Background: an optimization exercise with open tools, aiming at small area, a short achievable clock period and few clock cycles per item. Do not read the settings as production practice.
At most, simulation tests tie the RTL to the original design; equivalence was not proved.
No activity file was given, so power comes from the tool's default toggle rates.

==> run a: inputs <==
==> flow/design.v <==
module geomloc (
    input  wire        clk,
    input  wire        rst,
    input  wire        start,
    output wire        ready,
    input  wire        op,             
    input  wire [1:0]  plane,          
    input  wire [15:0] width,
    input  wire [15:0] height,
    input  wire [5:0]  bitdepth,
    input  wire [1:0]  format,         
    input  wire [31:0] frame_index,
    input  wire [31:0] stream_size,
    output wire        done,
    output wire [3:0]  err,
    output wire [2:0]  res_bps,
    output wire [31:0] res_pdim,
    output wire [31:0] res_pcount,
    output wire [35:0] res_fbs,
    output wire [31:0] res_offset,
    output wire [31:0] res_frames
);
    localparam [3:0] E_OK        = 4'd0,
                     E_BITDEPTH  = 4'd1,
                     E_RANGE     = 4'd2,
                     E_FORMAT    = 4'd5,
                     E_NOCHROMA  = 4'd6,
                     E_INVALID   = 4'd8;
    reg        a_mul, a_fbs, a_aln;         
    reg [1:0]  cnt_a;
    reg [5:0]  bth_a;                       
    reg        op_a, chroma_a, wodd_a, hodd_a;
    reg [1:0]  plane_a, fmt_a;
    reg [5:0]  d_a;
    reg [31:0] pwh_a;                       
    reg [35:0] acc_a;                       
    reg [31:0] idx_a, size_a;
    reg        b_loop, done_r, ready_r;
    reg [3:0]  cnt_b;
    reg [31:0] q;                           
    reg [31:0] qp;                          
    reg [31:0] prod;                        
    reg [35:0] yv;                          
    reg [31:0] rem;
    reg [31:0] idx_b;
    reg [3:0]  err_r;
    reg [2:0]  bps_r;
    reg        szero_b, gt_r, eq_r, ib1_r, ib0_r;
    wire chroma_in = !op && (plane != 2'd0) && (format == 2'd1);
    function [5:0] booth;                   
        input [3:0] n;
        input       m;
        begin
            booth[0] = n[0] ^ m;                                    
            booth[1] = (n[1] & !n[0] & !m) | (!n[1] & n[0] & m);
            booth[2] = n[1];
            booth[3] = n[2] ^ n[1];                                 
            booth[4] = (n[3] & !n[2] & !n[1]) | (!n[3] & n[2] & n[1]);
            booth[5] = n[3];
        end
    endfunction
    wire [1:0] dig_in = (|height[15:12]) ? 2'd3 :
                        (|height[11:8])  ? 2'd2 :
                        (|height[7:4])   ? 2'd1 : 2'd0;
    wire [3:0] nib_in = height[4*dig_in +: 4];
    wire       bm1_in = (dig_in == 2'd0) ? 1'b0 : height[4*dig_in - 1];
    wire [2:0] bps = (d_a <= 6'd8)  ? 3'd1 :
                     (d_a <= 6'd16) ? 3'd2 :
                     (d_a <= 6'd24) ? 3'd3 : 3'd4;
    wire bad_cmd   = (fmt_a == 2'd3) || (!op_a && plane_a == 2'd3);
    wire bad_depth = (d_a == 6'd0) || (d_a > 6'd32);
    wire bad_half  = (fmt_a == 2'd1) && (wodd_a || hodd_a);
    wire no_chroma = !op_a && (plane_a != 2'd0) && (fmt_a == 2'd2);
    wire [3:0] chk_err = bad_cmd   ? E_INVALID  :
                         bad_depth ? E_BITDEPTH :
                         bad_half  ? E_FORMAT   :
                         no_chroma ? E_NOCHROMA : E_OK;
    reg  [3:0] err_a;
    reg  [2:0] bps_a;
    reg        loc_ok;
    reg  [3:0] sa, sc;          
    wire [15:0] pw = pwh_a[15:0];
    wire [15:0] ph = pwh_a[31:16];
    wire [1:0]  cnt_a_m1 = cnt_a - 2'd1;
    wire [3:0]  nib_nx  = ph[4*cnt_a_m1 +: 4];
    wire        bm1_nx  = (cnt_a_m1 == 2'd0) ? 1'b0 : ph[4*cnt_a_m1 - 1];
    wire [16:0] sel0 = ({17{bth_a[0]}} & {1'b0, pw}) | ({17{bth_a[1]}} & {pw, 1'b0});
    wire [16:0] sel1 = ({17{bth_a[3]}} & {1'b0, pw}) | ({17{bth_a[4]}} & {pw, 1'b0});
    wire [35:0] row0 = {{19{bth_a[2]}}, sel0 ^ {17{bth_a[2]}}};
    wire [35:0] row1 = {{17{bth_a[5]}}, sel1 ^ {17{bth_a[5]}}, 2'b00};
    wire [35:0] add_a  = ({36{a_mul}} & {acc_a[31:0], 1'b0, bth_a[5], 1'b0, bth_a[2]}) | fa_t;
    wire [35:0] add_r0 = row0 | fc_t;
    wire [35:0] sum_a  = add_a + add_r0 + row1;
    reg [3:0] sa_n, sc_n;
    always @(*) begin
        sa_n = 4'b0001; sc_n = 4'b0000;
        case (fmt_a)
            2'd0: case (bps)                       
                3'd1: begin sa_n = 4'b0010; sc_n = 4'b0010; end  
                3'd2: begin sa_n = 4'b0100; sc_n = 4'b0100; end  
                3'd3: begin sa_n = 4'b1000; sc_n = 4'b0010; end  
                default: begin sa_n = 4'b1000; sc_n = 4'b1000; end  
            endcase
            2'd2: case (bps)                       
                3'd1: begin sa_n = 4'b0001; end
                3'd2: begin sa_n = 4'b0010; end
                3'd3: begin sa_n = 4'b0010; sc_n = 4'b0010; end  
                default: begin sa_n = 4'b0100; end
            endcase
            default: case (bps)                    
                3'd1: begin sa_n = 4'b0001; sc_n = 4'b0001; end  
                3'd2: begin sa_n = 4'b0010; sc_n = 4'b0010; end  
                3'd3: begin sa_n = 4'b0100; sc_n = 4'b0001; end  
                default: begin sa_n = 4'b0100; sc_n = 4'b0100; end  
            endcase
        endcase
    end
    wire [31:0] pc = acc_a[31:0];
    wire [35:0] fa_t = ({36{sa[0]}} & {4'd0, pc})
                     | ({36{sa[1]}} & {3'd0, pc, 1'b0})
                     | ({36{sa[2]}} & {2'd0, pc, 2'b0})
                     | ({36{sa[3]}} & {1'd0, pc, 3'b0});
    wire [35:0] fc_t = ({36{sc[0]}} & {5'd0, pc[31:1]})
                     | ({36{sc[1]}} & {4'd0, pc})
                     | ({36{sc[2]}} & {3'd0, pc, 1'b0})
                     | ({36{sc[3]}} & {2'd0, pc, 2'b0});
    wire [35:0] fbs_new = sum_a;
    wire        zero = (acc_a == 36'd0);
    wire        big  = |acc_a[35:32];
    reg  [4:0]  lzf, lzs;
    integer i;
    always @(*) begin
        lzf = 5'd31;
        lzs = 5'd31;
        for (i = 0; i < 32; i = i + 1) begin
            if (acc_a[i])  lzf = 5'd31 - i[4:0];
            if (size_a[i]) lzs = 5'd31 - i[4:0];
        end
    end
    wire [5:0]  km     = {1'b0, lzf} - {1'b0, lzs};      
    wire [32:0] size_m1 = {1'b0, size_a} - 33'd1;
    wire        szero  = size_m1[32];
    wire        qzero  = big || km[5] || szero;           
    wire [4:0]  ks     = km[4:0] | 5'd1;                  
    wire [35:0] y_norm = {acc_a[33:0], 2'b00} << {km[4:1], 1'b0};    
    reg  [31:0] himask;
    always @(*) begin
        for (i = 0; i < 32; i = i + 1)
            himask[i] = (i > ks);
    end
    wire        hi      = |(idx_a & himask);
    wire        idx_nz  = |idx_a;
    wire [32:0] dv  = yv[33:1];                         
    wire [31:0] dvh = yv[33:2];                         
    wire [34:0] r1  = {3'b0, rem} - {2'b0, dv};
    wire [34:0] r2a = {3'b0, rem} - {3'b0, dvh};
    wire [34:0] x0  = {3'b0, rem};
    wire [34:0] x1  = ~{2'b0, dv};
    wire [34:0] x2  = ~{3'b0, dvh};
    wire [34:0] cs_s = x0 ^ x1 ^ x2;
    wire [34:0] cs_c = (x0 & x1) | (x0 & x2) | (x1 & x2);
    wire [34:0] r2b = cs_s + {cs_c[33:0], 1'b0} + 35'd2;
    wire        ge1 = !r1[34];
    wire        ge2 = ge1 ? !r2b[34] : !r2a[34];
    wire [31:0] rem_n = ge1 ? (ge2 ? r2b[31:0] : r1[31:0]) : (ge2 ? r2a[31:0] : rem);
    wire [31:0] loop_sum = prod + (ib1_r ? dv[31:0] : 32'd0) + (ib0_r ? dvh : 32'd0);
    wire        last = (cnt_b == 4'd0);
    wire [29:0] qp_t = ge1 ? qp[29:0] : q[29:0];
    wire [3:0]  cnt_b_m1 = cnt_b - 4'd1;
    wire        pgt  = (ib1_r && !ge1) || ((ib1_r == ge1) && ib0_r && !ge2);
    wire        peq  = (ib1_r == ge1) && (ib0_r == ge2);
    wire        gt_n = gt_r || (eq_r && pgt);
    wire        eq_n = eq_r && peq;
    wire b_free  = !b_loop;
    wire xfer_f  = a_fbs && !loc_ok && b_free;          
    wire xfer_l  = a_aln && b_free;                     
    wire xfer    = xfer_f || xfer_l;
    wire loop_go = xfer_l && !zero && !qzero;
    wire accept  = ready_r && start;
    wire cap_en  = !(a_mul || a_fbs || a_aln) || xfer;      
    wire a_mul_n = accept || (a_mul && cnt_a != 2'd0);
    wire a_fbs_n = (a_mul && cnt_a == 2'd0) || (a_fbs && !loc_ok && !b_free);
    wire a_aln_n = (a_fbs && loc_ok) || (a_aln && !b_free);
    wire b_loop_n = loop_go || (b_loop && !last);
    wire done_n   = (xfer && !loop_go) || (b_loop && last);
    wire loc_ok_n = a_mul ? (op_a && chk_err == E_OK) : loc_ok;
    wire ready_n  = (!a_mul_n && !a_fbs_n && !a_aln_n) ||
                    (!b_loop_n && ((a_fbs_n && !loc_ok_n) || a_aln_n));
    always @(posedge clk) begin
        if (rst) begin
            a_mul   <= 1'b0;
            a_fbs   <= 1'b0;
            a_aln   <= 1'b0;
            b_loop  <= 1'b0;
            done_r  <= 1'b0;
            ready_r <= 1'b1;
        end else begin
            a_mul   <= a_mul_n;
            a_fbs   <= a_fbs_n;
            a_aln   <= a_aln_n;
            b_loop  <= b_loop_n;
            done_r  <= done_n;
            ready_r <= ready_n;
        end
    end
    always @(posedge clk) begin
        if (cap_en) begin
            op_a     <= op;
            plane_a  <= plane;
            fmt_a    <= format;
            d_a      <= bitdepth;
            chroma_a <= chroma_in;
            wodd_a   <= width[0];
            hodd_a   <= height[0];
            pwh_a    <= {height, width};
            idx_a    <= frame_index;
            size_a   <= stream_size;
            acc_a    <= {20'd0, width & {16{nib_in[3]}}};    
            cnt_a    <= dig_in;
            bth_a    <= booth(nib_in, bm1_in);
            sa       <= 4'd0;
            sc       <= 4'd0;
        end else if (a_mul) begin
            err_a    <= chk_err;
            bps_a    <= bps;
            loc_ok   <= op_a && (chk_err == E_OK);
            acc_a    <= sum_a;
            cnt_a    <= cnt_a_m1;
            if (cnt_a == 2'd0) begin
                sa      <= sa_n;
                sc      <= sc_n;
                bth_a   <= 6'd0;
            end else begin
                bth_a   <= booth(nib_nx, bm1_nx);
            end
        end else if (a_fbs && loc_ok) begin
            acc_a    <= fbs_new;
        end
    end
    always @(posedge clk) begin
        if (xfer_f) begin
            q      <= chroma_a ? {1'b0, pwh_a[31:17], 1'b0, pwh_a[15:1]} : pwh_a;
            prod   <= chroma_a ? {2'b0, acc_a[31:2]} : acc_a[31:0];
            yv     <= fbs_new;
            err_r  <= err_a;
            bps_r  <= bps_a;
        end
        if (xfer_l) begin
            bps_r   <= bps_a;
            err_r   <= E_OK;
            q       <= 32'd0;
            qp      <= 32'd1;
            prod    <= 32'd0;
            yv      <= acc_a;
            rem     <= size_m1[31:0];
            szero_b <= szero;
            idx_b   <= idx_a;
            cnt_b   <= km[4:1];
            gt_r    <= hi;
            eq_r    <= !hi;
            ib1_r   <= idx_a[ks];
            ib0_r   <= idx_a[{km[4:1], 1'b0}];
            if (zero) begin
                qp <= 32'hFFFF_FFFF;
            end else if (qzero) begin
                if (szero || idx_nz) err_r <= E_RANGE;
            end else begin
                yv <= y_norm;
            end
        end
        if (b_loop) begin
            rem   <= rem_n;
            yv    <= {2'b0, yv[35:2]};
            prod  <= loop_sum;
            cnt_b <= cnt_b_m1;
            ib1_r <= idx_b[{cnt_b_m1, 1'b1}];
            ib0_r <= idx_b[{cnt_b_m1, 1'b0}];
            gt_r  <= gt_n;
            eq_r  <= eq_n;
            q     <= {q[29:0], ge1, ge2};
            qp    <= ge2 ? {qp_t, ge1 ? 2'b00 : 2'b10} : {q[29:0], ge1, 1'b1};
            if (last && (szero_b || gt_n)) err_r <= E_RANGE;
        end
    end
    assign ready      = ready_r;
    assign done       = done_r;
    assign err        = err_r;
    assign res_bps    = bps_r;
    assign res_pdim   = q;
    assign res_pcount = prod;
    assign res_fbs    = yv;
    assign res_offset = prod;
    assign res_frames = qp;
endmodule
==> flow/flow/run.sh <==
#!/bin/bash
set -euo pipefail
bash standard.sh SETUP_SLACK_MARGIN=8.5 finish > standard_make.log 2>&1
==> flow/standard.sh <==
#!/bin/bash
# synth_recipe.tcl (not shown) runs the flow's synth.tcl, then flattens the netlist and writes it again
# the make line also repeats each setting of config.mk as NAME=value (left out here)
make -C /OpenROAD-flow-scripts/flow DESIGN_CONFIG=/design/flow/config.mk WORK_HOME=/design/flow/orfs CLKGATE_MAP_FILE= SYNTH_SCRIPT=/design/flow/synth_recipe.tcl "${@:-finish}"
==> flow/config.mk <==
export PLATFORM = sky130hd
export DESIGN_NAME = geomloc
export DESIGN_NICKNAME = geomloc
export VERILOG_FILES = /design/flow/design.v
export SDC_FILE = /design/flow/constraint.sdc
export NUM_CORES = 4
export LEC_CHECK = 0
export CAP_MARGIN = 20
export CORE_MARGIN = 2
export CORE_UTILIZATION = 40
export PLACE_DENSITY = 0.6
export SLEW_MARGIN = 20
==> flow/constraint.sdc <==
create_clock -name core_clock -period 13.0 [get_ports {clk}]
set_input_delay 2.6000 -clock core_clock [delete_from_list [all_inputs] [get_ports {clk}]]
set_output_delay 2.6000 -clock core_clock [all_outputs]
set_load 0.01 [all_outputs]
==> run b: changes against run a <==
==> flow/design.v, changed modules only <==
module geomloc (
    input  wire        clk,
    input  wire        rst,
    input  wire        start,
    output wire        ready,
    input  wire        op,             
    input  wire [1:0]  plane,          
    input  wire [15:0] width,
    input  wire [15:0] height,
    input  wire [5:0]  bitdepth,
    input  wire [1:0]  format,         
    input  wire [31:0] frame_index,
    input  wire [31:0] stream_size,
    output wire        done,
    output wire [3:0]  err,
    output wire [2:0]  res_bps,
    output wire [31:0] res_pdim,
    output wire [31:0] res_pcount,
    output wire [35:0] res_fbs,
    output wire [31:0] res_offset,
    output wire [31:0] res_frames
);
    localparam [3:0] E_OK        = 4'd0,
                     E_BITDEPTH  = 4'd1,
                     E_RANGE     = 4'd2,
                     E_FORMAT    = 4'd5,
                     E_NOCHROMA  = 4'd6,
                     E_INVALID   = 4'd8;
    reg        a_mul, a_fbs, a_aln;         
    reg [1:0]  cnt_a;
    reg [3:0]  digit_a;
    reg        op_a, chroma_a, wodd_a, hodd_a;
    reg [1:0]  plane_a, fmt_a;
    reg [5:0]  d_a;
    reg [31:0] pwh_a;                       
    reg [35:0] acc_a;                       
    reg [31:0] idx_a, size_a;
    reg        b_loop, done_r, ready_r, rdy_a;
    reg [3:0]  cnt_b;
    reg [31:0] q;                           
    reg [31:0] qp;                          
    reg [31:0] prod;                        
    reg [35:0] yv;                          
    reg [31:0] rem;
    reg [31:0] idx_b;
    reg [3:0]  err_r;
    reg [2:0]  bps_r;
    reg        szero_b, gt_r, eq_r, ib1_r, ib0_r;
    wire chroma_in = !op && (plane != 2'd0) && (format == 2'd1);
    wire [1:0] dig_in = (|height[15:12]) ? 2'd3 :
                        (|height[11:8])  ? 2'd2 :
                        (|height[7:4])   ? 2'd1 : 2'd0;
    wire [3:0] digv_in = height[4*dig_in +: 4];
    wire [2:0] bps = (d_a <= 6'd8)  ? 3'd1 :
                     (d_a <= 6'd16) ? 3'd2 :
                     (d_a <= 6'd24) ? 3'd3 : 3'd4;
    wire bad_cmd   = (fmt_a == 2'd3) || (!op_a && plane_a == 2'd3);
    wire bad_depth = (d_a == 6'd0) || (d_a > 6'd32);
    wire bad_half  = (fmt_a == 2'd1) && (wodd_a || hodd_a);
    wire no_chroma = !op_a && (plane_a != 2'd0) && (fmt_a == 2'd2);
    wire [3:0] chk_err = bad_cmd   ? E_INVALID  :
                         bad_depth ? E_BITDEPTH :
                         bad_half  ? E_FORMAT   :
                         no_chroma ? E_NOCHROMA : E_OK;
    reg  [3:0] err_a;
    reg  [2:0] bps_a;
    reg        loc_ok;
    reg  [3:0] sa, sc;          
    wire [15:0] pw = pwh_a[15:0];
    wire [15:0] ph = pwh_a[31:16];
    wire [1:0]  cnt_a_m1 = cnt_a - 2'd1;
    wire [3:0]  digv_nx = ph[4*cnt_a_m1 +: 4];
    wire [31:0] mul_sum = {acc_a[27:0], 4'd0}
                        + ({32{digit_a[0]}} & {16'd0, pw})
                        + ({32{digit_a[1]}} & {15'd0, pw, 1'b0})
                        + ({32{digit_a[2]}} & {14'd0, pw, 2'd0})
                        + ({32{digit_a[3]}} & {13'd0, pw, 3'd0});
    reg [3:0] sa_n, sc_n;
    always @(*) begin
        sa_n = 4'b0001; sc_n = 4'b0000;
        case (fmt_a)
            2'd0: case (bps)                       
                3'd1: begin sa_n = 4'b0010; sc_n = 4'b0010; end  
                3'd2: begin sa_n = 4'b0100; sc_n = 4'b0100; end  
                3'd3: begin sa_n = 4'b1000; sc_n = 4'b0010; end  
                default: begin sa_n = 4'b1000; sc_n = 4'b1000; end  
            endcase
            2'd2: case (bps)                       
                3'd1: begin sa_n = 4'b0001; end
                3'd2: begin sa_n = 4'b0010; end
                3'd3: begin sa_n = 4'b0010; sc_n = 4'b0010; end  
                default: begin sa_n = 4'b0100; end
            endcase
            default: case (bps)                    
                3'd1: begin sa_n = 4'b0001; sc_n = 4'b0001; end  
                3'd2: begin sa_n = 4'b0010; sc_n = 4'b0010; end  
                3'd3: begin sa_n = 4'b0100; sc_n = 4'b0001; end  
                default: begin sa_n = 4'b0100; sc_n = 4'b0100; end  
            endcase
        endcase
    end
    wire [31:0] pc = acc_a[31:0];
    wire [35:0] fa_t = ({36{sa[0]}} & {4'd0, pc})
                     | ({36{sa[1]}} & {3'd0, pc, 1'b0})
                     | ({36{sa[2]}} & {2'd0, pc, 2'b0})
                     | ({36{sa[3]}} & {1'd0, pc, 3'b0});
    wire [35:0] fc_t = ({36{sc[0]}} & {5'd0, pc[31:1]})
                     | ({36{sc[1]}} & {4'd0, pc})
                     | ({36{sc[2]}} & {3'd0, pc, 1'b0})
                     | ({36{sc[3]}} & {2'd0, pc, 2'b0});
    wire [35:0] fbs_new = fa_t + fc_t;
    wire        zero = (acc_a == 36'd0);
    wire        big  = |acc_a[35:32];
    reg  [4:0]  lz;
    integer i;
    always @(*) begin
        lz = 5'd31;
        for (i = 0; i < 32; i = i + 1)
            if (acc_a[i]) lz = 5'd31 - i[4:0];
    end
    wire [4:0]  ks = lz | 5'd1;                         
    wire [35:0] y_norm = {acc_a[33:0], 2'b00} << {lz[4:1], 1'b0};    
    reg  [31:0] himask;
    always @(*) begin
        for (i = 0; i < 32; i = i + 1)
            himask[i] = (i > ks);
    end
    wire        hi      = |(idx_a & himask);
    wire [32:0] size_m1 = {1'b0, size_a} - 33'd1;
    wire        szero   = size_m1[32];
    wire        idx_nz  = |idx_a;
    wire [32:0] dv  = yv[33:1];                         
    wire [31:0] dvh = yv[33:2];                         
    wire [34:0] r1  = {3'b0, rem} - {2'b0, dv};
    wire [34:0] r2a = {3'b0, rem} - {3'b0, dvh};
    wire [34:0] x0  = {3'b0, rem};
    wire [34:0] x1  = ~{2'b0, dv};
    wire [34:0] x2  = ~{3'b0, dvh};
    wire [34:0] cs_s = x0 ^ x1 ^ x2;
    wire [34:0] cs_c = (x0 & x1) | (x0 & x2) | (x1 & x2);
    wire [34:0] r2b = cs_s + {cs_c[33:0], 1'b0} + 35'd2;
    wire        ge1 = !r1[34];
    wire        ge2 = ge1 ? !r2b[34] : !r2a[34];
    wire [31:0] rem_n = ge1 ? (ge2 ? r2b[31:0] : r1[31:0]) : (ge2 ? r2a[31:0] : rem);
    wire [31:0] loop_sum = prod + (ib1_r ? dv[31:0] : 32'd0) + (ib0_r ? dvh : 32'd0);
    wire        last = (cnt_b == 4'd0);
    wire [29:0] qp_t = ge1 ? qp[29:0] : q[29:0];
    wire [3:0]  cnt_b_m1 = cnt_b - 4'd1;
    wire        pgt  = (ib1_r && !ge1) || ((ib1_r == ge1) && ib0_r && !ge2);
    wire        peq  = (ib1_r == ge1) && (ib0_r == ge2);
    wire        gt_n = gt_r || (eq_r && pgt);
    wire        eq_n = eq_r && peq;
    wire b_free  = !b_loop;
    wire xfer_f  = a_fbs && !loc_ok && b_free;          
    wire xfer_l  = a_aln && b_free;                     
    wire xfer    = xfer_f || xfer_l;
    wire loop_go = xfer_l && !zero && !big;
    wire accept  = rdy_a && start;
    wire a_mul_n = accept || (a_mul && cnt_a != 2'd0);
    wire a_fbs_n = (a_mul && cnt_a == 2'd0) || (a_fbs && !loc_ok && !b_free);
    wire a_aln_n = (a_fbs && loc_ok) || (a_aln && !b_free);
    wire b_loop_n = loop_go || (b_loop && !last);
    wire done_n   = (xfer && !loop_go) || (b_loop && last);
    wire loc_ok_n = a_mul ? (op_a && chk_err == E_OK) : loc_ok;
    wire ready_n  = (!a_mul_n && !a_fbs_n && !a_aln_n) ||
                    (!b_loop_n && ((a_fbs_n && !loc_ok_n) || a_aln_n));
    always @(posedge clk) begin
        if (rst) begin
            a_mul   <= 1'b0;
            a_fbs   <= 1'b0;
            a_aln   <= 1'b0;
            b_loop  <= 1'b0;
            done_r  <= 1'b0;
            ready_r <= 1'b1;
            rdy_a   <= 1'b1;
        end else begin
            a_mul   <= a_mul_n;
            a_fbs   <= a_fbs_n;
            a_aln   <= a_aln_n;
            b_loop  <= b_loop_n;
            done_r  <= done_n;
            ready_r <= ready_n;
            rdy_a   <= ready_n;
        end
    end
    always @(posedge clk) begin
        if (rdy_a) begin
            op_a     <= op;
            plane_a  <= plane;
            fmt_a    <= format;
            d_a      <= bitdepth;
            chroma_a <= chroma_in;
            wodd_a   <= width[0];
            hodd_a   <= height[0];
            pwh_a    <= {height, width};
            idx_a    <= frame_index;
            size_a   <= stream_size;
            acc_a    <= 36'd0;
            cnt_a    <= dig_in;
            digit_a  <= digv_in;
        end else if (a_mul) begin
            err_a    <= chk_err;
            bps_a    <= bps;
            loc_ok   <= op_a && (chk_err == E_OK);
            sa       <= sa_n;
            sc       <= sc_n;
            acc_a    <= {4'd0, mul_sum};
            cnt_a    <= cnt_a_m1;
            digit_a  <= digv_nx;
        end else if (a_fbs && loc_ok) begin
            acc_a    <= fbs_new;
        end
    end
    always @(posedge clk) begin
        if (xfer_f) begin
            q      <= chroma_a ? {1'b0, pwh_a[31:17], 1'b0, pwh_a[15:1]} : pwh_a;
            prod   <= chroma_a ? {2'b0, acc_a[31:2]} : acc_a[31:0];
            yv     <= fbs_new;
            err_r  <= err_a;
            bps_r  <= bps_a;
        end
        if (xfer_l) begin
            bps_r   <= bps_a;
            err_r   <= E_OK;
            q       <= 32'd0;
            qp      <= 32'd1;
            prod    <= 32'd0;
            yv      <= acc_a;
            rem     <= size_m1[31:0];
            szero_b <= szero;
            idx_b   <= idx_a;
            cnt_b   <= lz[4:1];
            gt_r    <= hi;
            eq_r    <= !hi;
            ib1_r   <= idx_a[ks];
            ib0_r   <= idx_a[{lz[4:1], 1'b0}];
            if (zero) begin
                qp <= 32'hFFFF_FFFF;
            end else if (big) begin
                if (szero || idx_nz) err_r <= E_RANGE;
            end else begin
                yv <= y_norm;
            end
        end
        if (b_loop) begin
            rem   <= rem_n;
            yv    <= {2'b0, yv[35:2]};
            prod  <= loop_sum;
            cnt_b <= cnt_b_m1;
            ib1_r <= idx_b[{cnt_b_m1, 1'b1}];
            ib0_r <= idx_b[{cnt_b_m1, 1'b0}];
            gt_r  <= gt_n;
            eq_r  <= eq_n;
            q     <= {q[29:0], ge1, ge2};
            qp    <= ge2 ? {qp_t, ge1 ? 2'b00 : 2'b10} : {q[29:0], ge1, 1'b1};
            if (last && (szero_b || gt_n)) err_r <= E_RANGE;
        end
    end
    assign ready      = ready_r;
    assign done       = done_r;
    assign err        = err_r;
    assign res_bps    = bps_r;
    assign res_pdim   = q;
    assign res_pcount = prod;
    assign res_fbs    = yv;
    assign res_offset = prod;
    assign res_frames = qp;
endmodule
==> flow/flow/run.sh (replaced) <==
#!/bin/bash
set -euo pipefail
bash standard.sh SETUP_SLACK_MARGIN=9 finish > standard_make.log 2>&1
==> comparison <==
- Run a passed the timing, design-rule and antenna checks. Run b completed without violations.
- Against run b, the clock skew of run a is higher by 0.0018 ns.
- In run b the global-route usage is higher than in run a, by 0.88 points.
- In run b the total power is lower than in run a, by about 50%.
- Flip-flop and latch count: run a is higher than run b (2).
- Register-to-register slack is about the same in run b and run a.
- Of run a and run b, run b has the higher final cell count (gap about 1.5%, measured against run b).
- Against run b, the sequential share of layout area of run a is higher by 0.23 points.
- In run b the critical path depth is lower than in run a, by 4.
Testbench counts of run a, summed over its fixed seeds: cycles 18,989, commands 3,200.
No functional check of the RTL was part of run b.

## static timing again, ports no longer ideal
In the flow no input, the clock included, has a driving cell. The finished layouts below were timed again as built, in two steps.
Step 1, drivers: a clkbuf_16 drives clk and a buf_2 each remaining input, both assumed.
Step 2 times the ports against the registers' clock, not the clock port: input delays grow and output delays shrink by t, the midpoint of the rising clock arrivals with the driver on.
a / b / c = ideal ports / drivers / drivers and shift; a / b = the first two.
run | t (ns) | slack for setup (ns) | worst slew at a driven data input, ns
run a | 0.667 | 8.335 / 8.335 / 7.990 | 0.10
run b | 0.692 | 8.321 / 8.321 / 8.321 | 0.08
After both steps every run listed still meets setup and hold. For run a, which loses most, drivers alone change the setup slack by 0.000 ns; drivers and shift together by -0.345 ns.
